This design comes from an exercise in tuning for small area and a short achievable clock period on the open sky130 flow, not from production work.
Only simulation tests tie the RTL to the original design; equivalence was not proved.

<file path="design/flow/design.v">
module rqp_rq_lane (
    input  wire [7:0] s,
    input  wire [3:0] bits,    
    input  wire [7:0] cn,      
    output wire [7:0] r
);
    wire [2:0]  sh   = bits[2:0];
    wire [15:0] dbl  = {s, s} << sh;
    wire [7:0]  rot  = dbl[15:8];
    wire [7:0]  mask = ~(8'hFF << bits);
    wire [7:0]  hi   = rot & mask;
    wire [8:0]  sc   = {1'b0, s} + {1'b1, cn} + 9'd1;    
    wire [7:0]  u    = sc[7:0];
    wire        cgt  = sc[8];      
    wire [8:0]  cmp  = {1'b0, rot} + {1'b0, ~u} + {8'd0, cgt};
    wire        ge   = cmp[8];
    wire        neg  = !cgt && !ge;
    wire        big  =  cgt &&  ge;
    wire [7:0]  ones, zeros;
    assign ones[0]  = 1'b1;
    assign zeros[0] = 1'b1;
    genvar i;
    generate
        for (i = 1; i < 8; i = i + 1) begin : pre
            assign ones[i]  = ones[i-1] & hi[i-1];
            assign zeros[i] = zeros[i-1] & !hi[i-1];
        end
    endgenerate
    assign r = hi ^ (({8{big}} & ones) | ({8{neg}} & zeros));
endmodule
module rqp_sprng (
    input  wire        clk,
    input  wire        rst,
    input  wire        load,       
    input  wire [7:0]  seed,
    input  wire        step,       
    output wire [63:0] draws       
);
    reg  [7:0] ps;
    wire [7:0] adv;                
    assign draws[0] = ps[0];
    assign draws[1] = ps[1];
    assign draws[2] = ps[2];
    assign draws[3] = ps[3];
    assign draws[4] = ps[4];
    assign draws[5] = ps[5];
    assign draws[6] = ps[6];
    assign draws[7] = ps[7];
    assign draws[8] = ps[0] ^ ps[5];
    assign draws[9] = ps[1] ^ ps[6];
    assign draws[10] = ps[0] ^ ps[2] ^ ps[7];
    assign draws[11] = ps[0] ^ ps[3] ^ ps[5];
    assign draws[12] = ps[1] ^ ps[4] ^ ps[6];
    assign draws[13] = ps[0] ^ ps[2] ^ ps[5] ^ ps[7];
    assign draws[14] = ps[3] ^ ps[6];
    assign draws[15] = ps[0] ^ ps[4] ^ ps[7];
    assign draws[16] = ps[2] ^ ps[7];
    assign draws[17] = ps[1] ^ ps[3];
    assign draws[18] = ps[0] ^ ps[2] ^ ps[4] ^ ps[5];
    assign draws[19] = ps[0] ^ ps[2] ^ ps[3] ^ ps[5] ^ ps[7];
    assign draws[20] = ps[3] ^ ps[4] ^ ps[6];
    assign draws[21] = ps[4] ^ ps[7];
    assign draws[22] = ps[0] ^ ps[5] ^ ps[6];
    assign draws[23] = ps[1] ^ ps[5] ^ ps[6] ^ ps[7];
    assign draws[24] = ps[2] ^ ps[4];
    assign draws[25] = ps[0] ^ ps[1] ^ ps[3] ^ ps[5] ^ ps[6];
    assign draws[26] = ps[0] ^ ps[1] ^ ps[4] ^ ps[6];
    assign draws[27] = ps[0] ^ ps[3] ^ ps[4] ^ ps[5] ^ ps[7];
    assign draws[28] = ps[0] ^ ps[1] ^ ps[4] ^ ps[5];
    assign draws[29] = ps[0] ^ ps[1] ^ ps[6] ^ ps[7];
    assign draws[30] = ps[2] ^ ps[3] ^ ps[6] ^ ps[7];
    assign draws[31] = ps[1] ^ ps[2] ^ ps[3] ^ ps[4] ^ ps[5];
    assign draws[32] = ps[0] ^ ps[1] ^ ps[2] ^ ps[4] ^ ps[6] ^ ps[7];
    assign draws[33] = ps[0] ^ ps[1] ^ ps[2] ^ ps[5] ^ ps[7];
    assign draws[34] = ps[0] ^ ps[3] ^ ps[4] ^ ps[5] ^ ps[6];
    assign draws[35] = ps[1] ^ ps[2] ^ ps[3] ^ ps[5] ^ ps[6];
    assign draws[36] = ps[2] ^ ps[4] ^ ps[7];
    assign draws[37] = ps[1] ^ ps[3] ^ ps[4] ^ ps[5] ^ ps[7];
    assign draws[38] = ps[0] ^ ps[2] ^ ps[4] ^ ps[5] ^ ps[6];
    assign draws[39] = ps[0] ^ ps[3] ^ ps[4];
    assign draws[40] = ps[0] ^ ps[2] ^ ps[3] ^ ps[5] ^ ps[6];
    assign draws[41] = ps[1] ^ ps[4] ^ ps[6] ^ ps[7];
    assign draws[42] = ps[0] ^ ps[1] ^ ps[2] ^ ps[4] ^ ps[5] ^ ps[7];
    assign draws[43] = ps[0] ^ ps[1];
    assign draws[44] = ps[1] ^ ps[2] ^ ps[6];
    assign draws[45] = ps[0] ^ ps[2] ^ ps[3];
    assign draws[46] = ps[0] ^ ps[1] ^ ps[3] ^ ps[4];
    assign draws[47] = ps[1] ^ ps[3] ^ ps[4] ^ ps[6];
    assign draws[48] = ps[5] ^ ps[6];
    assign draws[49] = ps[0] ^ ps[3] ^ ps[6] ^ ps[7];
    assign draws[50] = ps[7];
    assign draws[51] = ps[0] ^ ps[1] ^ ps[5] ^ ps[6];
    assign draws[52] = ps[0] ^ ps[1] ^ ps[2] ^ ps[3] ^ ps[7];
    assign draws[53] = ps[0] ^ ps[2] ^ ps[3] ^ ps[7];
    assign draws[54] = ps[3] ^ ps[4];
    assign draws[55] = ps[0] ^ ps[4] ^ ps[5] ^ ps[6];
    assign draws[56] = ps[0] ^ ps[2] ^ ps[3] ^ ps[5] ^ ps[6] ^ ps[7];
    assign draws[57] = ps[0] ^ ps[4] ^ ps[6] ^ ps[7];
    assign draws[58] = ps[0] ^ ps[4] ^ ps[7];
    assign draws[59] = ps[1] ^ ps[2] ^ ps[3] ^ ps[7];
    assign draws[60] = ps[1] ^ ps[2] ^ ps[3] ^ ps[4] ^ ps[6];
    assign draws[61] = ps[2] ^ ps[3] ^ ps[4];
    assign draws[62] = ps[0] ^ ps[1] ^ ps[3] ^ ps[4] ^ ps[5] ^ ps[6];
    assign draws[63] = ps[1] ^ ps[2] ^ ps[3] ^ ps[4] ^ ps[7];
    assign adv[0] = ps[0] ^ ps[4] ^ ps[5] ^ ps[6] ^ ps[7];
    assign adv[1] = ps[1] ^ ps[3] ^ ps[5] ^ ps[7];
    assign adv[2] = ps[1] ^ ps[5] ^ ps[6] ^ ps[7];
    assign adv[3] = ps[0] ^ ps[1] ^ ps[2] ^ ps[3] ^ ps[4] ^ ps[5] ^ ps[6];
    assign adv[4] = ps[2] ^ ps[4] ^ ps[5] ^ ps[6] ^ ps[7];
    assign adv[5] = ps[1] ^ ps[2] ^ ps[3] ^ ps[4] ^ ps[5] ^ ps[6] ^ ps[7];
    assign adv[6] = ps[0] ^ ps[2] ^ ps[4] ^ ps[5] ^ ps[6] ^ ps[7];
    assign adv[7] = ps[0] ^ ps[2] ^ ps[3] ^ ps[5];
    always @(posedge clk) begin
        if (rst)
            ps <= 8'd128;
        else if (load)
            ps <= seed;
        else if (step)
            ps <= adv;
    end
endmodule
module rqp_cellq (
    input  wire         clk,
    input  wire         rst,         
    input  wire         seed_load,   
    input  wire [7:0]   seed,        
    input  wire         in_valid,
    input  wire [63:0]  in_cell,     
    input  wire [3:0]   in_bits,     
    input  wire         in_prob,     
    input  wire [31:0]  in_mult,
    output reg          out_valid,
    output reg  [63:0]  out_cell,    
    output reg  [127:0] out_r1u      
);
    wire        draw = in_valid && in_prob && !in_bits[3];    
    wire [63:0] draws;
    rqp_sprng u_prng (
        .clk   (clk),
        .rst   (rst),
        .load  (seed_load),
        .seed  (seed),
        .step  (draw),
        .draws (draws)
    );
    reg         r_valid;
    reg [63:0]  r_cell;
    reg [63:0]  r_cn;        
    reg [3:0]   r_bits;
    reg [31:0]  r_mult;
    always @(posedge clk) begin
        if (rst)
            r_valid <= 1'b0;
        else
            r_valid <= in_valid;
        r_cell <= in_cell;
        r_bits <= in_bits;
        r_mult <= in_mult;
    end
    genvar g;
    generate
        for (g = 0; g < 8; g = g + 1) begin : rc
            wire [7:0] c = in_prob ? draws[8*g +: 8] : 8'd128;
            always @(posedge clk)
                r_cn[8*g +: 8] <= ~c;
        end
    endgenerate
    wire [63:0] q;
    generate
        for (g = 0; g < 8; g = g + 1) begin : lane
            rqp_rq_lane u_lane (
                .s    (r_cell[8*g +: 8]),
                .bits (r_bits),
                .cn   (r_cn[8*g +: 8]),
                .r    (q[8*g +: 8])
            );
        end
    endgenerate
    wire [31:0] mult3;
    rqp_add #(.W(32)) u_m3 (.a(r_mult), .b({r_mult[30:0], 1'b0}), .ci(1'b0), .s(mult3), .co());
    reg         m_valid;
    reg [63:0]  m_q;
    reg [35:0]  m_cs;
    reg [31:0]  m_mult;
    reg [31:0]  m_mult3;
    always @(posedge clk) begin
        if (rst)
            m_valid <= 1'b0;
        else
            m_valid <= r_valid;
        m_q     <= q;
        m_mult  <= r_mult;
        m_mult3 <= mult3;
    end
    generate
        for (g = 0; g < 4; g = g + 1) begin : pair
            always @(posedge clk)
                m_cs[9*g +: 9] <= {1'b0, q[16*g +: 8]} + {1'b0, q[16*g+8 +: 8]};
        end
    endgenerate
    wire [127:0] r1u;
    generate
        for (g = 0; g < 4; g = g + 1) begin : term
            rqp_r1u_term u_term (
                .cs (m_cs[9*g +: 9]),
                .m1 (m_mult),
                .m3 (m_mult3),
                .y  (r1u[32*g +: 32])
            );
        end
    endgenerate
    always @(posedge clk) begin
        if (rst)
            out_valid <= 1'b0;
        else
            out_valid <= m_valid;
        out_cell <= m_q;
        out_r1u  <= r1u;
    end
endmodule
module rqp_add #(parameter W = 32, parameter KIND = 0) (
    input  wire [W-1:0] a,
    input  wire [W-1:0] b,
    input  wire         ci,
    output wire [W-1:0] s,
    output wire         co
);
    localparam L = (W <= 2) ? 1 : (W <= 4) ? 2 : (W <= 8) ? 3 : (W <= 16) ? 4 : (W <= 32) ? 5 : 6;
    wire [W-1:0] p0 = a ^ b;
    wire [W-1:0] g0 = a & b;
    wire [W-1:0] gg [0:2*L];
    wire [W-1:0] pp [0:2*L];
    wire [W-1:0] cg;               
    assign gg[0] = {g0[W-1:1], g0[0] | (p0[0] & ci)};
    assign pp[0] = p0;
    genvar k, i;
    generate
        if (KIND == 0) begin : bk
            for (k = 0; k < L; k = k + 1) begin : up
                for (i = 0; i < W; i = i + 1) begin : b
                    if (((i + 1) % (2 << k)) == 0) begin : c
                        assign gg[k+1][i] = gg[k][i] | (pp[k][i] & gg[k][i - (1 << k)]);
                        assign pp[k+1][i] = pp[k][i] & pp[k][i - (1 << k)];
                    end else begin : n
                        assign gg[k+1][i] = gg[k][i];
                        assign pp[k+1][i] = pp[k][i];
                    end
                end
            end
            for (k = L - 2; k >= 0; k = k - 1) begin : dn
                for (i = 0; i < W; i = i + 1) begin : b
                    if (((i + 1) % (2 << k)) == (1 << k) && i >= (2 << k)) begin : c
                        assign gg[2*L-1-k][i] = gg[2*L-2-k][i] | (pp[2*L-2-k][i] & gg[2*L-2-k][i - (1 << k)]);
                        assign pp[2*L-1-k][i] = pp[2*L-2-k][i] & pp[2*L-2-k][i - (1 << k)];
                    end else begin : n
                        assign gg[2*L-1-k][i] = gg[2*L-2-k][i];
                        assign pp[2*L-1-k][i] = pp[2*L-2-k][i];
                    end
                end
            end
            assign cg = gg[2*L-1];
        end else begin : sk
            for (k = 0; k < L; k = k + 1) begin : lv
                for (i = 0; i < W; i = i + 1) begin : b
                    if ((i >> k) & 1) begin : c
                        assign gg[k+1][i] = gg[k][i] | (pp[k][i] & gg[k][((i >> k) << k) - 1]);
                        assign pp[k+1][i] = pp[k][i] & pp[k][((i >> k) << k) - 1];
                    end else begin : n
                        assign gg[k+1][i] = gg[k][i];
                        assign pp[k+1][i] = pp[k][i];
                    end
                end
            end
            assign cg = gg[L];
        end
    endgenerate
    assign s  = p0 ^ {cg[W-2:0], ci};
    assign co = cg[W-1];
endmodule
module rqp_r1u_term (
    input  wire [8:0]  cs,
    input  wire [31:0] m1,
    input  wire [31:0] m3,
    output wire [31:0] y
);
    wire [3:0] s1, s2, s3;     
    genvar j;
    generate
        for (j = 0; j < 4; j = j + 1) begin : dg
            assign s1[j] = (cs[2*j +: 2] == 2'd1);
            assign s2[j] = (cs[2*j +: 2] == 2'd2);
            assign s3[j] = (cs[2*j +: 2] == 2'd3);
        end
    endgenerate
    wire p1 = (s1[0] & m1[0]) | (s3[0] & m3[0]);
    wire p2 = (s1[0] & m1[1]) | (s2[0] & m1[0]) | (s3[0] & m3[1]);
    wire p3 = (s1[0] & m1[2]) | (s2[0] & m1[1]) | (s3[0] & m3[2]);
    wire p4 = (s1[0] & m1[3]) | (s2[0] & m1[2]) | (s3[0] & m3[3]);
    wire p5 = (s1[0] & m1[4]) | (s2[0] & m1[3]) | (s3[0] & m3[4]);
    wire p6 = (s1[0] & m1[5]) | (s2[0] & m1[4]) | (s3[0] & m3[5]);
    wire p7 = (s1[0] & m1[6]) | (s2[0] & m1[5]) | (s3[0] & m3[6]);
    wire p8 = (s1[0] & m1[7]) | (s2[0] & m1[6]) | (s3[0] & m3[7]);
    wire p9 = (s1[0] & m1[8]) | (s2[0] & m1[7]) | (s3[0] & m3[8]);
    wire p10 = (s1[0] & m1[9]) | (s2[0] & m1[8]) | (s3[0] & m3[9]);
    wire p11 = (s1[0] & m1[10]) | (s2[0] & m1[9]) | (s3[0] & m3[10]);
    wire p12 = (s1[0] & m1[11]) | (s2[0] & m1[10]) | (s3[0] & m3[11]);
    wire p13 = (s1[0] & m1[12]) | (s2[0] & m1[11]) | (s3[0] & m3[12]);
    wire p14 = (s1[0] & m1[13]) | (s2[0] & m1[12]) | (s3[0] & m3[13]);
    wire p15 = (s1[0] & m1[14]) | (s2[0] & m1[13]) | (s3[0] & m3[14]);
    wire p16 = (s1[0] & m1[15]) | (s2[0] & m1[14]) | (s3[0] & m3[15]);
    wire p17 = (s1[0] & m1[16]) | (s2[0] & m1[15]) | (s3[0] & m3[16]);
    wire p18 = (s1[0] & m1[17]) | (s2[0] & m1[16]) | (s3[0] & m3[17]);
    wire p19 = (s1[0] & m1[18]) | (s2[0] & m1[17]) | (s3[0] & m3[18]);
    wire p20 = (s1[0] & m1[19]) | (s2[0] & m1[18]) | (s3[0] & m3[19]);
    wire p21 = (s1[0] & m1[20]) | (s2[0] & m1[19]) | (s3[0] & m3[20]);
    wire p22 = (s1[0] & m1[21]) | (s2[0] & m1[20]) | (s3[0] & m3[21]);
    wire p23 = (s1[0] & m1[22]) | (s2[0] & m1[21]) | (s3[0] & m3[22]);
    wire p24 = (s1[0] & m1[23]) | (s2[0] & m1[22]) | (s3[0] & m3[23]);
    wire p25 = (s1[0] & m1[24]) | (s2[0] & m1[23]) | (s3[0] & m3[24]);
    wire p26 = (s1[0] & m1[25]) | (s2[0] & m1[24]) | (s3[0] & m3[25]);
    wire p27 = (s1[0] & m1[26]) | (s2[0] & m1[25]) | (s3[0] & m3[26]);
    wire p28 = (s1[0] & m1[27]) | (s2[0] & m1[26]) | (s3[0] & m3[27]);
    wire p29 = (s1[0] & m1[28]) | (s2[0] & m1[27]) | (s3[0] & m3[28]);
    wire p30 = (s1[0] & m1[29]) | (s2[0] & m1[28]) | (s3[0] & m3[29]);
    wire p31 = (s1[0] & m1[30]) | (s2[0] & m1[29]) | (s3[0] & m3[30]);
    wire p32 = (s1[0] & m1[31]) | (s2[0] & m1[30]) | (s3[0] & m3[31]);
    wire p33 = (s1[1] & m1[0]) | (s3[1] & m3[0]);
    wire p34 = (s1[1] & m1[1]) | (s2[1] & m1[0]) | (s3[1] & m3[1]);
    wire p35 = (s1[1] & m1[2]) | (s2[1] & m1[1]) | (s3[1] & m3[2]);
    wire p36 = (s1[1] & m1[3]) | (s2[1] & m1[2]) | (s3[1] & m3[3]);
    wire p37 = (s1[1] & m1[4]) | (s2[1] & m1[3]) | (s3[1] & m3[4]);
    wire p38 = (s1[1] & m1[5]) | (s2[1] & m1[4]) | (s3[1] & m3[5]);
    wire p39 = (s1[1] & m1[6]) | (s2[1] & m1[5]) | (s3[1] & m3[6]);
    wire p40 = (s1[1] & m1[7]) | (s2[1] & m1[6]) | (s3[1] & m3[7]);
    wire p41 = (s1[1] & m1[8]) | (s2[1] & m1[7]) | (s3[1] & m3[8]);
    wire p42 = (s1[1] & m1[9]) | (s2[1] & m1[8]) | (s3[1] & m3[9]);
    wire p43 = (s1[1] & m1[10]) | (s2[1] & m1[9]) | (s3[1] & m3[10]);
    wire p44 = (s1[1] & m1[11]) | (s2[1] & m1[10]) | (s3[1] & m3[11]);
    wire p45 = (s1[1] & m1[12]) | (s2[1] & m1[11]) | (s3[1] & m3[12]);
    wire p46 = (s1[1] & m1[13]) | (s2[1] & m1[12]) | (s3[1] & m3[13]);
    wire p47 = (s1[1] & m1[14]) | (s2[1] & m1[13]) | (s3[1] & m3[14]);
    wire p48 = (s1[1] & m1[15]) | (s2[1] & m1[14]) | (s3[1] & m3[15]);
    wire p49 = (s1[1] & m1[16]) | (s2[1] & m1[15]) | (s3[1] & m3[16]);
    wire p50 = (s1[1] & m1[17]) | (s2[1] & m1[16]) | (s3[1] & m3[17]);
    wire p51 = (s1[1] & m1[18]) | (s2[1] & m1[17]) | (s3[1] & m3[18]);
    wire p52 = (s1[1] & m1[19]) | (s2[1] & m1[18]) | (s3[1] & m3[19]);
    wire p53 = (s1[1] & m1[20]) | (s2[1] & m1[19]) | (s3[1] & m3[20]);
    wire p54 = (s1[1] & m1[21]) | (s2[1] & m1[20]) | (s3[1] & m3[21]);
    wire p55 = (s1[1] & m1[22]) | (s2[1] & m1[21]) | (s3[1] & m3[22]);
    wire p56 = (s1[1] & m1[23]) | (s2[1] & m1[22]) | (s3[1] & m3[23]);
    wire p57 = (s1[1] & m1[24]) | (s2[1] & m1[23]) | (s3[1] & m3[24]);
    wire p58 = (s1[1] & m1[25]) | (s2[1] & m1[24]) | (s3[1] & m3[25]);
    wire p59 = (s1[1] & m1[26]) | (s2[1] & m1[25]) | (s3[1] & m3[26]);
    wire p60 = (s1[1] & m1[27]) | (s2[1] & m1[26]) | (s3[1] & m3[27]);
    wire p61 = (s1[1] & m1[28]) | (s2[1] & m1[27]) | (s3[1] & m3[28]);
    wire p62 = (s1[1] & m1[29]) | (s2[1] & m1[28]) | (s3[1] & m3[29]);
    wire p63 = (s1[2] & m1[0]) | (s3[2] & m3[0]);
    wire p64 = (s1[2] & m1[1]) | (s2[2] & m1[0]) | (s3[2] & m3[1]);
    wire p65 = (s1[2] & m1[2]) | (s2[2] & m1[1]) | (s3[2] & m3[2]);
    wire p66 = (s1[2] & m1[3]) | (s2[2] & m1[2]) | (s3[2] & m3[3]);
    wire p67 = (s1[2] & m1[4]) | (s2[2] & m1[3]) | (s3[2] & m3[4]);
    wire p68 = (s1[2] & m1[5]) | (s2[2] & m1[4]) | (s3[2] & m3[5]);
    wire p69 = (s1[2] & m1[6]) | (s2[2] & m1[5]) | (s3[2] & m3[6]);
    wire p70 = (s1[2] & m1[7]) | (s2[2] & m1[6]) | (s3[2] & m3[7]);
    wire p71 = (s1[2] & m1[8]) | (s2[2] & m1[7]) | (s3[2] & m3[8]);
    wire p72 = (s1[2] & m1[9]) | (s2[2] & m1[8]) | (s3[2] & m3[9]);
    wire p73 = (s1[2] & m1[10]) | (s2[2] & m1[9]) | (s3[2] & m3[10]);
    wire p74 = (s1[2] & m1[11]) | (s2[2] & m1[10]) | (s3[2] & m3[11]);
    wire p75 = (s1[2] & m1[12]) | (s2[2] & m1[11]) | (s3[2] & m3[12]);
    wire p76 = (s1[2] & m1[13]) | (s2[2] & m1[12]) | (s3[2] & m3[13]);
    wire p77 = (s1[2] & m1[14]) | (s2[2] & m1[13]) | (s3[2] & m3[14]);
    wire p78 = (s1[2] & m1[15]) | (s2[2] & m1[14]) | (s3[2] & m3[15]);
    wire p79 = (s1[2] & m1[16]) | (s2[2] & m1[15]) | (s3[2] & m3[16]);
    wire p80 = (s1[2] & m1[17]) | (s2[2] & m1[16]) | (s3[2] & m3[17]);
    wire p81 = (s1[2] & m1[18]) | (s2[2] & m1[17]) | (s3[2] & m3[18]);
    wire p82 = (s1[2] & m1[19]) | (s2[2] & m1[18]) | (s3[2] & m3[19]);
    wire p83 = (s1[2] & m1[20]) | (s2[2] & m1[19]) | (s3[2] & m3[20]);
    wire p84 = (s1[2] & m1[21]) | (s2[2] & m1[20]) | (s3[2] & m3[21]);
    wire p85 = (s1[2] & m1[22]) | (s2[2] & m1[21]) | (s3[2] & m3[22]);
    wire p86 = (s1[2] & m1[23]) | (s2[2] & m1[22]) | (s3[2] & m3[23]);
    wire p87 = (s1[2] & m1[24]) | (s2[2] & m1[23]) | (s3[2] & m3[24]);
    wire p88 = (s1[2] & m1[25]) | (s2[2] & m1[24]) | (s3[2] & m3[25]);
    wire p89 = (s1[2] & m1[26]) | (s2[2] & m1[25]) | (s3[2] & m3[26]);
    wire p90 = (s1[2] & m1[27]) | (s2[2] & m1[26]) | (s3[2] & m3[27]);
    wire p91 = (s1[3] & m1[0]) | (s3[3] & m3[0]);
    wire p92 = (s1[3] & m1[1]) | (s2[3] & m1[0]) | (s3[3] & m3[1]);
    wire p93 = (s1[3] & m1[2]) | (s2[3] & m1[1]) | (s3[3] & m3[2]);
    wire p94 = (s1[3] & m1[3]) | (s2[3] & m1[2]) | (s3[3] & m3[3]);
    wire p95 = (s1[3] & m1[4]) | (s2[3] & m1[3]) | (s3[3] & m3[4]);
    wire p96 = (s1[3] & m1[5]) | (s2[3] & m1[4]) | (s3[3] & m3[5]);
    wire p97 = (s1[3] & m1[6]) | (s2[3] & m1[5]) | (s3[3] & m3[6]);
    wire p98 = (s1[3] & m1[7]) | (s2[3] & m1[6]) | (s3[3] & m3[7]);
    wire p99 = (s1[3] & m1[8]) | (s2[3] & m1[7]) | (s3[3] & m3[8]);
    wire p100 = (s1[3] & m1[9]) | (s2[3] & m1[8]) | (s3[3] & m3[9]);
    wire p101 = (s1[3] & m1[10]) | (s2[3] & m1[9]) | (s3[3] & m3[10]);
    wire p102 = (s1[3] & m1[11]) | (s2[3] & m1[10]) | (s3[3] & m3[11]);
    wire p103 = (s1[3] & m1[12]) | (s2[3] & m1[11]) | (s3[3] & m3[12]);
    wire p104 = (s1[3] & m1[13]) | (s2[3] & m1[12]) | (s3[3] & m3[13]);
    wire p105 = (s1[3] & m1[14]) | (s2[3] & m1[13]) | (s3[3] & m3[14]);
    wire p106 = (s1[3] & m1[15]) | (s2[3] & m1[14]) | (s3[3] & m3[15]);
    wire p107 = (s1[3] & m1[16]) | (s2[3] & m1[15]) | (s3[3] & m3[16]);
    wire p108 = (s1[3] & m1[17]) | (s2[3] & m1[16]) | (s3[3] & m3[17]);
    wire p109 = (s1[3] & m1[18]) | (s2[3] & m1[17]) | (s3[3] & m3[18]);
    wire p110 = (s1[3] & m1[19]) | (s2[3] & m1[18]) | (s3[3] & m3[19]);
    wire p111 = (s1[3] & m1[20]) | (s2[3] & m1[19]) | (s3[3] & m3[20]);
    wire p112 = (s1[3] & m1[21]) | (s2[3] & m1[20]) | (s3[3] & m3[21]);
    wire p113 = (s1[3] & m1[22]) | (s2[3] & m1[21]) | (s3[3] & m3[22]);
    wire p114 = (s1[3] & m1[23]) | (s2[3] & m1[22]) | (s3[3] & m3[23]);
    wire p115 = (s1[3] & m1[24]) | (s2[3] & m1[23]) | (s3[3] & m3[24]);
    wire p116 = (s1[3] & m1[25]) | (s2[3] & m1[24]) | (s3[3] & m3[25]);
    wire p117 = cs[8] & m1[0];
    wire p118 = cs[8] & m1[1];
    wire p119 = cs[8] & m1[2];
    wire p120 = cs[8] & m1[3];
    wire p121 = cs[8] & m1[4];
    wire p122 = cs[8] & m1[5];
    wire p123 = cs[8] & m1[6];
    wire p124 = cs[8] & m1[7];
    wire p125 = cs[8] & m1[8];
    wire p126 = cs[8] & m1[9];
    wire p127 = cs[8] & m1[10];
    wire p128 = cs[8] & m1[11];
    wire p129 = cs[8] & m1[12];
    wire p130 = cs[8] & m1[13];
    wire p131 = cs[8] & m1[14];
    wire p132 = cs[8] & m1[15];
    wire p133 = cs[8] & m1[16];
    wire p134 = cs[8] & m1[17];
    wire p135 = cs[8] & m1[18];
    wire p136 = cs[8] & m1[19];
    wire p137 = cs[8] & m1[20];
    wire p138 = cs[8] & m1[21];
    wire p139 = cs[8] & m1[22];
    wire p140 = cs[8] & m1[23];
    wire s141 = p9 ^ p39;
    wire c142 = p9 & p39;
    wire s143 = p10 ^ p40 ^ p68;
    wire c144 = (p10 & p40) | (p10 & p68) | (p40 & p68);
    wire s145 = p11 ^ p41 ^ p69;
    wire c146 = (p11 & p41) | (p11 & p69) | (p41 & p69);
    wire s147 = p12 ^ p42 ^ p70;
    wire c148 = (p12 & p42) | (p12 & p70) | (p42 & p70);
    wire s149 = p13 ^ p43 ^ p71;
    wire c150 = (p13 & p43) | (p13 & p71) | (p43 & p71);
    wire s151 = p14 ^ p44 ^ p72;
    wire c152 = (p14 & p44) | (p14 & p72) | (p44 & p72);
    wire s153 = p15 ^ p45 ^ p73;
    wire c154 = (p15 & p45) | (p15 & p73) | (p45 & p73);
    wire s155 = p16 ^ p46 ^ p74;
    wire c156 = (p16 & p46) | (p16 & p74) | (p46 & p74);
    wire s157 = p17 ^ p47 ^ p75;
    wire c158 = (p17 & p47) | (p17 & p75) | (p47 & p75);
    wire s159 = p18 ^ p48 ^ p76;
    wire c160 = (p18 & p48) | (p18 & p76) | (p48 & p76);
    wire s161 = p19 ^ p49 ^ p77;
    wire c162 = (p19 & p49) | (p19 & p77) | (p49 & p77);
    wire s163 = p20 ^ p50 ^ p78;
    wire c164 = (p20 & p50) | (p20 & p78) | (p50 & p78);
    wire s165 = p21 ^ p51 ^ p79;
    wire c166 = (p21 & p51) | (p21 & p79) | (p51 & p79);
    wire s167 = p22 ^ p52 ^ p80;
    wire c168 = (p22 & p52) | (p22 & p80) | (p52 & p80);
    wire s169 = p23 ^ p53 ^ p81;
    wire c170 = (p23 & p53) | (p23 & p81) | (p53 & p81);
    wire s171 = p24 ^ p54 ^ p82;
    wire c172 = (p24 & p54) | (p24 & p82) | (p54 & p82);
    wire s173 = p25 ^ p55 ^ p83;
    wire c174 = (p25 & p55) | (p25 & p83) | (p55 & p83);
    wire s175 = p26 ^ p56 ^ p84;
    wire c176 = (p26 & p56) | (p26 & p84) | (p56 & p84);
    wire s177 = p27 ^ p57 ^ p85;
    wire c178 = (p27 & p57) | (p27 & p85) | (p57 & p85);
    wire s179 = p28 ^ p58 ^ p86;
    wire c180 = (p28 & p58) | (p28 & p86) | (p58 & p86);
    wire s181 = p29 ^ p59 ^ p87;
    wire c182 = (p29 & p59) | (p29 & p87) | (p59 & p87);
    wire s183 = p30 ^ p60 ^ p88;
    wire c184 = (p30 & p60) | (p30 & p88) | (p60 & p88);
    wire s185 = p31 ^ p61 ^ p89;
    wire c186 = (p31 & p61) | (p31 & p89) | (p61 & p89);
    wire s187 = p32 ^ p62 ^ p90;
    wire c188 = (p32 & p62) | (p32 & p90) | (p62 & p90);
    wire s189 = p7 ^ p37;
    wire c190 = p7 & p37;
    wire s191 = p8 ^ p38 ^ p66;
    wire c192 = (p8 & p38) | (p8 & p66) | (p38 & p66);
    wire s193 = s141 ^ p67 ^ p93;
    wire c194 = (s141 & p67) | (s141 & p93) | (p67 & p93);
    wire s195 = s143 ^ p94 ^ p118;
    wire c196 = (s143 & p94) | (s143 & p118) | (p94 & p118);
    wire s197 = s145 ^ p95 ^ p119;
    wire c198 = (s145 & p95) | (s145 & p119) | (p95 & p119);
    wire s199 = s147 ^ p96 ^ p120;
    wire c200 = (s147 & p96) | (s147 & p120) | (p96 & p120);
    wire s201 = s149 ^ p97 ^ p121;
    wire c202 = (s149 & p97) | (s149 & p121) | (p97 & p121);
    wire s203 = s151 ^ p98 ^ p122;
    wire c204 = (s151 & p98) | (s151 & p122) | (p98 & p122);
    wire s205 = s153 ^ p99 ^ p123;
    wire c206 = (s153 & p99) | (s153 & p123) | (p99 & p123);
    wire s207 = s155 ^ p100 ^ p124;
    wire c208 = (s155 & p100) | (s155 & p124) | (p100 & p124);
    wire s209 = s157 ^ p101 ^ p125;
    wire c210 = (s157 & p101) | (s157 & p125) | (p101 & p125);
    wire s211 = s159 ^ p102 ^ p126;
    wire c212 = (s159 & p102) | (s159 & p126) | (p102 & p126);
    wire s213 = s161 ^ p103 ^ p127;
    wire c214 = (s161 & p103) | (s161 & p127) | (p103 & p127);
    wire s215 = s163 ^ p104 ^ p128;
    wire c216 = (s163 & p104) | (s163 & p128) | (p104 & p128);
    wire s217 = s165 ^ p105 ^ p129;
    wire c218 = (s165 & p105) | (s165 & p129) | (p105 & p129);
    wire s219 = s167 ^ p106 ^ p130;
    wire c220 = (s167 & p106) | (s167 & p130) | (p106 & p130);
    wire s221 = s169 ^ p107 ^ p131;
    wire c222 = (s169 & p107) | (s169 & p131) | (p107 & p131);
    wire s223 = s171 ^ p108 ^ p132;
    wire c224 = (s171 & p108) | (s171 & p132) | (p108 & p132);
    wire s225 = s173 ^ p109 ^ p133;
    wire c226 = (s173 & p109) | (s173 & p133) | (p109 & p133);
    wire s227 = s175 ^ p110 ^ p134;
    wire c228 = (s175 & p110) | (s175 & p134) | (p110 & p134);
    wire s229 = s177 ^ p111 ^ p135;
    wire c230 = (s177 & p111) | (s177 & p135) | (p111 & p135);
    wire s231 = s179 ^ p112 ^ p136;
    wire c232 = (s179 & p112) | (s179 & p136) | (p112 & p136);
    wire s233 = s181 ^ p113 ^ p137;
    wire c234 = (s181 & p113) | (s181 & p137) | (p113 & p137);
    wire s235 = s183 ^ p114 ^ p138;
    wire c236 = (s183 & p114) | (s183 & p138) | (p114 & p138);
    wire s237 = s185 ^ p115 ^ p139;
    wire c238 = (s185 & p115) | (s185 & p139) | (p115 & p139);
    wire s239 = s187 ^ p116 ^ p140;
    wire c240 = (s187 & p116) | (s187 & p140) | (p116 & p140);
    wire s241 = p5 ^ p35;
    wire c242 = p5 & p35;
    wire s243 = p6 ^ p36 ^ p64;
    wire c244 = (p6 & p36) | (p6 & p64) | (p36 & p64);
    wire s245 = s189 ^ p65 ^ p91;
    wire c246 = (s189 & p65) | (s189 & p91) | (p65 & p91);
    wire s247 = s191 ^ p92 ^ c190;
    wire c248 = (s191 & p92) | (s191 & c190) | (p92 & c190);
    wire s249 = s193 ^ p117 ^ c192;
    wire c250 = (s193 & p117) | (s193 & c192) | (p117 & c192);
    wire s251 = s195 ^ c142 ^ c194;
    wire c252 = (s195 & c142) | (s195 & c194) | (c142 & c194);
    wire s253 = s197 ^ c144 ^ c196;
    wire c254 = (s197 & c144) | (s197 & c196) | (c144 & c196);
    wire s255 = s199 ^ c146 ^ c198;
    wire c256 = (s199 & c146) | (s199 & c198) | (c146 & c198);
    wire s257 = s201 ^ c148 ^ c200;
    wire c258 = (s201 & c148) | (s201 & c200) | (c148 & c200);
    wire s259 = s203 ^ c150 ^ c202;
    wire c260 = (s203 & c150) | (s203 & c202) | (c150 & c202);
    wire s261 = s205 ^ c152 ^ c204;
    wire c262 = (s205 & c152) | (s205 & c204) | (c152 & c204);
    wire s263 = s207 ^ c154 ^ c206;
    wire c264 = (s207 & c154) | (s207 & c206) | (c154 & c206);
    wire s265 = s209 ^ c156 ^ c208;
    wire c266 = (s209 & c156) | (s209 & c208) | (c156 & c208);
    wire s267 = s211 ^ c158 ^ c210;
    wire c268 = (s211 & c158) | (s211 & c210) | (c158 & c210);
    wire s269 = s213 ^ c160 ^ c212;
    wire c270 = (s213 & c160) | (s213 & c212) | (c160 & c212);
    wire s271 = s215 ^ c162 ^ c214;
    wire c272 = (s215 & c162) | (s215 & c214) | (c162 & c214);
    wire s273 = s217 ^ c164 ^ c216;
    wire c274 = (s217 & c164) | (s217 & c216) | (c164 & c216);
    wire s275 = s219 ^ c166 ^ c218;
    wire c276 = (s219 & c166) | (s219 & c218) | (c166 & c218);
    wire s277 = s221 ^ c168 ^ c220;
    wire c278 = (s221 & c168) | (s221 & c220) | (c168 & c220);
    wire s279 = s223 ^ c170 ^ c222;
    wire c280 = (s223 & c170) | (s223 & c222) | (c170 & c222);
    wire s281 = s225 ^ c172 ^ c224;
    wire c282 = (s225 & c172) | (s225 & c224) | (c172 & c224);
    wire s283 = s227 ^ c174 ^ c226;
    wire c284 = (s227 & c174) | (s227 & c226) | (c174 & c226);
    wire s285 = s229 ^ c176 ^ c228;
    wire c286 = (s229 & c176) | (s229 & c228) | (c176 & c228);
    wire s287 = s231 ^ c178 ^ c230;
    wire c288 = (s231 & c178) | (s231 & c230) | (c178 & c230);
    wire s289 = s233 ^ c180 ^ c232;
    wire c290 = (s233 & c180) | (s233 & c232) | (c180 & c232);
    wire s291 = s235 ^ c182 ^ c234;
    wire c292 = (s235 & c182) | (s235 & c234) | (c182 & c234);
    wire s293 = s237 ^ c184 ^ c236;
    wire c294 = (s237 & c184) | (s237 & c236) | (c184 & c236);
    wire s295 = s239 ^ c186 ^ c238;
    wire c296 = (s239 & c186) | (s239 & c238) | (c186 & c238);
    wire [31:0] ra = {s295, s293, s291, s289, s287, s285, s283, s281, s279, s277, s275, s273, s271, s269, s267, s265, s263, s261, s259, s257, s255, s253, s251, s249, s247, s245, s243, s241, p4, p3, p2, p1};
    wire [31:0] rb = {c294, c292, c290, c288, c286, c284, c282, c280, c278, c276, c274, c272, c270, c268, c266, c264, c262, c260, c258, c256, c254, c252, c250, c248, c246, c244, c242, p63, p34, p33, 1'b0, 1'b0};
    wire [31:0] yn;
    rqp_add #(.W(32), .KIND(1)) u_cpa (.a(~ra), .b(~rb), .ci(1'b1), .s(yn), .co());
    assign y = ~yn;
endmodule
</file>
<file path="design/flow/flow/run.sh">
#!/bin/bash
# Layout flow: the standard ORFS flow (standard.sh), with timing repair
# aiming below the clock period and buf_2 cells as the port buffers.
# make's full output goes to flow_make.log in the work folder.
set -euo pipefail
export SETUP_SLACK_MARGIN=11.4
export BUFFER_PORTS_ARGS="-buffer_cell sky130_fd_sc_hd__buf_2"
bash standard.sh > flow_make.log 2>&1
</file>
<file path="design/flow/standard.sh">
#!/bin/bash
# synth_recipe.tcl (not shown) runs the flow's synth.tcl, then flattens the netlist and writes it again
# the make line also repeats each setting of config.mk as NAME=value (left out here)
make -C /OpenROAD-flow-scripts/flow DESIGN_CONFIG=/design/flow/config.mk WORK_HOME=/design/flow/orfs CLKGATE_MAP_FILE= SYNTH_SCRIPT=/design/flow/synth_recipe.tcl "${@:-finish}"
</file>
<file path="design/flow/config.mk">
export PLATFORM = sky130hd
export DESIGN_NAME = rqp_cellq
export DESIGN_NICKNAME = rqp_cellq
export VERILOG_FILES = /design/flow/design.v
export SDC_FILE = /design/flow/constraint.sdc
export NUM_CORES = 4
export LEC_CHECK = 0
export ABC_AREA = 1
export CAP_MARGIN = 20
export CORE_MARGIN = 2
export CORE_UTILIZATION = 40
export CTS_BUF_LIST = sky130_fd_sc_hd__clkbuf_16
export CTS_CLUSTER_DIAMETER = 100
export CTS_CLUSTER_SIZE = 30
export SLEW_MARGIN = 20
</file>
<file path="design/flow/constraint.sdc">
create_clock -name core_clock -period 16.0 [get_ports {clk}]
set_input_delay 3.2000 -clock core_clock [delete_from_list [all_inputs] [get_ports {clk}]]
set_output_delay 3.2000 -clock core_clock [all_outputs]
set_load 0.01 [all_outputs]
</file>
==> out/metrics.cfg <==
[outcome]
status = no timing/DRC/antenna violations

[setup_path]
critPathLaunchType = flop
path_max_fanout = 11
crit_chain = inv_1 > nor2_4 > buf_8 > clkinvlp_4 > o22ai_1 > a21oi_2 > fa_1 > fa_1 > fa_1 > ha_1 > inv_2 > o21ai_0 > a21oi_2 > o21ai_1 > a21oi_2 > buf_4 > nor2_1 > nor2_1 > nand2_1 > xor2_1
critPathKind = flop to flop
crit_slowest_cell = fa_1
end_kind = flop
slowest_delay_ns = 0.54
worstPathRequired_ns = 16.51
cp.arrival_ns = 5.06

[cts]
cts.sinks = 530
cts-root-buf = clkbuf_16
cts_hold_buf = 0
clk_latency_ns = 0.63
clk_pin_slew_ns = 0.11
h-tree-depth = 2
cts_tree = yes
clk_path_buf_depth = 3
cts_buffers = 34

[sta]
slew_headroom = 0.322
setup_violations = 0
worst_pin_slew_ns = 1.02
skew_ns = 0.0360
hold_viol_final = 0
final.min_clock_period_ns = 4.55
rsz0062_at_grt = yes
final.period_utilization = 0.284
final.setup.tns_ns = 0
slew_viol_final = 0
max_freq_mhz = 220

[synth]
ys_ff_latch = 530
yosys_warnings = 4
synth_area_sq_mm = 0.0422
synth-edff-count = 0
syn_avg_cell_area_sq_um = 7.82
netlist_instances = 5398
ys.flop_type = dfxtp_1
post_synth_num_cell_types = 47
synth-seq-area-share = 0.251
synth_fp_nets = 6179
async_reset_ff_frac = 0

[routing]
wirelength_met1_um = 64000
via_count = 41000
viasPerCell = 5.71
dr.first_iter.drc_count = 4951
first_pass_iters = 9
routed_wl_um = 159000
final_antenna_net_count = 0
wl_met3_um = 18800
drc = 0
wl_met2_um = 66200
top_layer = met5
detail_route.wl_per_cell_um = 22.2

[final_layout]
drive_gt1_frac = 0.202
multi_input_area_sq_mm = 0.0290
n_antenna_cell = 0
nets = 6545
fillCellCount = 10300
seq_area_sq_mm = 0.0107
final_core_util = 0.481
syn2layout_area_growth_pct = 19.6

[global_route]
grt_pass1_vias = 38500
grt_max_degree = 66
grt_pass1_wl_um = 232000
grt_antenna_before_repair = 8
grt_util_all_layers = 0.278
grt_overflow_total = 0

[floorplanning]
coreArea_sq_mm = 0.105
fp-row-count = 119
die_w_um = 329
start_util = 0.402
io_pins = 306
die_h_um = 329
dieArea_sq_mm = 0.108

[placed_design]
port_buffers = 305
gp_congestion = 0.963
hpwl_um = 110000

[run]
max_cap_violations = 0

[min_path]
hp-class = flop to flop

==> critical path, delay by kind of cell, from the launching register on <==
family | cells | cell delay [ns]
adders and majority gates | 4 | 1.85
buffers and inverters | 5 | 0.73
AOI/OAI and AO/OA | 6 | 0.99
xor gates and xnor gates | 1 | 0.14
DFF | 1 | 0.37
and+or+nand+nor | 4 | 0.34
==> path summary, 6_finish.rpt <==
check | from | endpoint | slack (ns) | cells past startpoint
worst max-delay path | m_cs[4]$_DFF_P_ | out_r1u[26]$_DFF_P_ | 11.45 | 20
worst min-delay path | m_q[36]$_DFF_P_ | out_cell[36]$_DFF_P_ | 0.32 | 0
worst max register to register | m_cs[4]$_DFF_P_ | out_r1u[26]$_DFF_P_ | 11.45 | 20
worst min register to register | m_q[36]$_DFF_P_ | out_cell[36]$_DFF_P_ | 0.32 | 0
==> cells by family after synthesis <==
kind of cell | count (synthesis) | share of synthesized area
compound gates | 1106 | 0.164
xor+xnor | 262 | 0.0544
fa+ha+maj | 668 | 0.256
buf+inv | 1064 | 0.0980
flops | 530 | 0.251
mux | 1 | 0.000237
simple gates | 1767 | 0.175
==> cell usage in the layout (no fill, tap or decap), types with 231 or more instances in the layout <==
master	netlist	layout
buf_4	9	234
nand2_1	1186	1158
dfxtp_1	530	473
a21oi_1	392	332
buf_2	26	307
o221ai_1	237	231
fa_1	327	317
nand3_1	276	270
inv_1	734	678
ha_1	341	312
==> area by class of cell <==
| class | count | area share |
|---|---|---|
| Timing Repair Buffer | 611 | 0.0906 |
| Tap cell | 1391 | 0.0345 |
| Timing Repair inverter | 6 | 0.000843 |
| Multi-Input combinational cell | 3808 | 0.573 |
| Clock buffer | 35 | 0.0173 |
| Inverter | 773 | 0.0624 |
| Clock inverter | 22 | 0.00810 |
| Sequential cell | 530 | 0.213 |
==> through the flow <==
step / instance area [sq um] / setup slack (ns) / hold WS [ns] / std cells
floorplan: 42200 / 11.55 / 0.310 / 5398
global placement: 44800 / 10.24 / 0.311 / 6874
detailed placement: 44800 / 10.18 / 0.312 / 6874
CTS: 47600 / 11.40 / 0.313 / 7054
global route: 50500 / 11.28 / 0.311 / 7176
finish: 50500 / 11.45 / 0.316 / 7176
==> Yosys cell counts (2+ instances only) <==
cell / number / area, sq um
nand2_1: 1186 / 4450
inv_1: 734 / 2760
dfxtp_1: 530 / 10600
a21oi_1: 392 / 1960
ha_1: 341 / 4270
fa_1: 327 / 6550
nand3_1: 276 / 1380
o221ai_1: 237 / 2080
clkbuf_1: 223 / 837
o22ai_1: 206 / 1290
xor2_1: 178 / 1560
nor2_1: 156 / 586
o21ai_0: 153 / 766
xnor2_1: 84 / 736
nand2_2: 32 / 200
nand4_1: 30 / 188
buf_2: 26 / 130
or2_2: 26 / 163
o21ai_1: 23 / 115
inv_2: 22 / 82.6
buf_1: 21 / 78.8
a21o_1: 20 / 150
nor3_1: 18 / 90.1
clkinv_1: 17 / 63.8
a31oi_1: 16 / 100
a221oi_1: 15 / 131
o21bai_1: 15 / 113
nand3_2: 12 / 120
nor2_2: 12 / 75.1
buf_6: 10 / 113
buf_4: 9 / 67.6
o21a_1: 8 / 60.1
a21oi_2: 6 / 52.6
o211ai_1: 6 / 45.0
and2_1: 5 / 31.3
nor2_4: 5 / 56.3
a211oi_1: 3 / 22.5
nand3b_1: 3 / 22.5
o21ai_2: 3 / 26.3
or2_1: 3 / 18.8
a22oi_1: 2 / 15.0
clkbuf_2: 2 / 10.0
==> per-layer routing <==
layer,GRT usage,vias to the layer above
met3,0.0703,683
met4,0.129,4
met5,0,-
li1,-,18600
met1,0.375,19000
met2,0.417,2733
==> state kept, by name, indices dropped and copies added, names as in the netlist <==
signal and count:
r_mult 32, m_valid 1, r_cn 64, m_mult 31, out_valid 1, m_cs 36
u_prng.ps 8, out_cell 64, r_valid 1, out_r1u 128, m_q 64, r_cell 64
m_mult3 32, r_bits 4
==> repair_timing <==
action	CTS	global route
setup endpoints to repair	111	91
cloned	7	17
pin swaps	11	122
buffers inserted	116	105
resized for setup	214	424

[port drivers added, routing unchanged]
No port has a modelled driver above. Below, the same layout with a new extraction and two added sets of constraints. Step 1, drivers: a clkbuf_16 drives clk and a buf_2 each remaining input, both assumed. Step 2 times the ports against the registers' clock, not the clock port: input delays grow and output delays shrink by t, the midpoint of the rising clock arrivals with the driver on. Three values: no drivers, after step 1, after step 2; two values: the first two.
t (ns): 0.682
setup slack, ns: 11.449 / 11.436 / 10.947
worst setup path after step 2: input to register
worst register clock-pin slew, ns: 0.12 / 0.12
After both steps this run still meets setup and hold. The setup slack of this run moves by -0.013 ns with the drivers and by -0.502 ns with both steps.
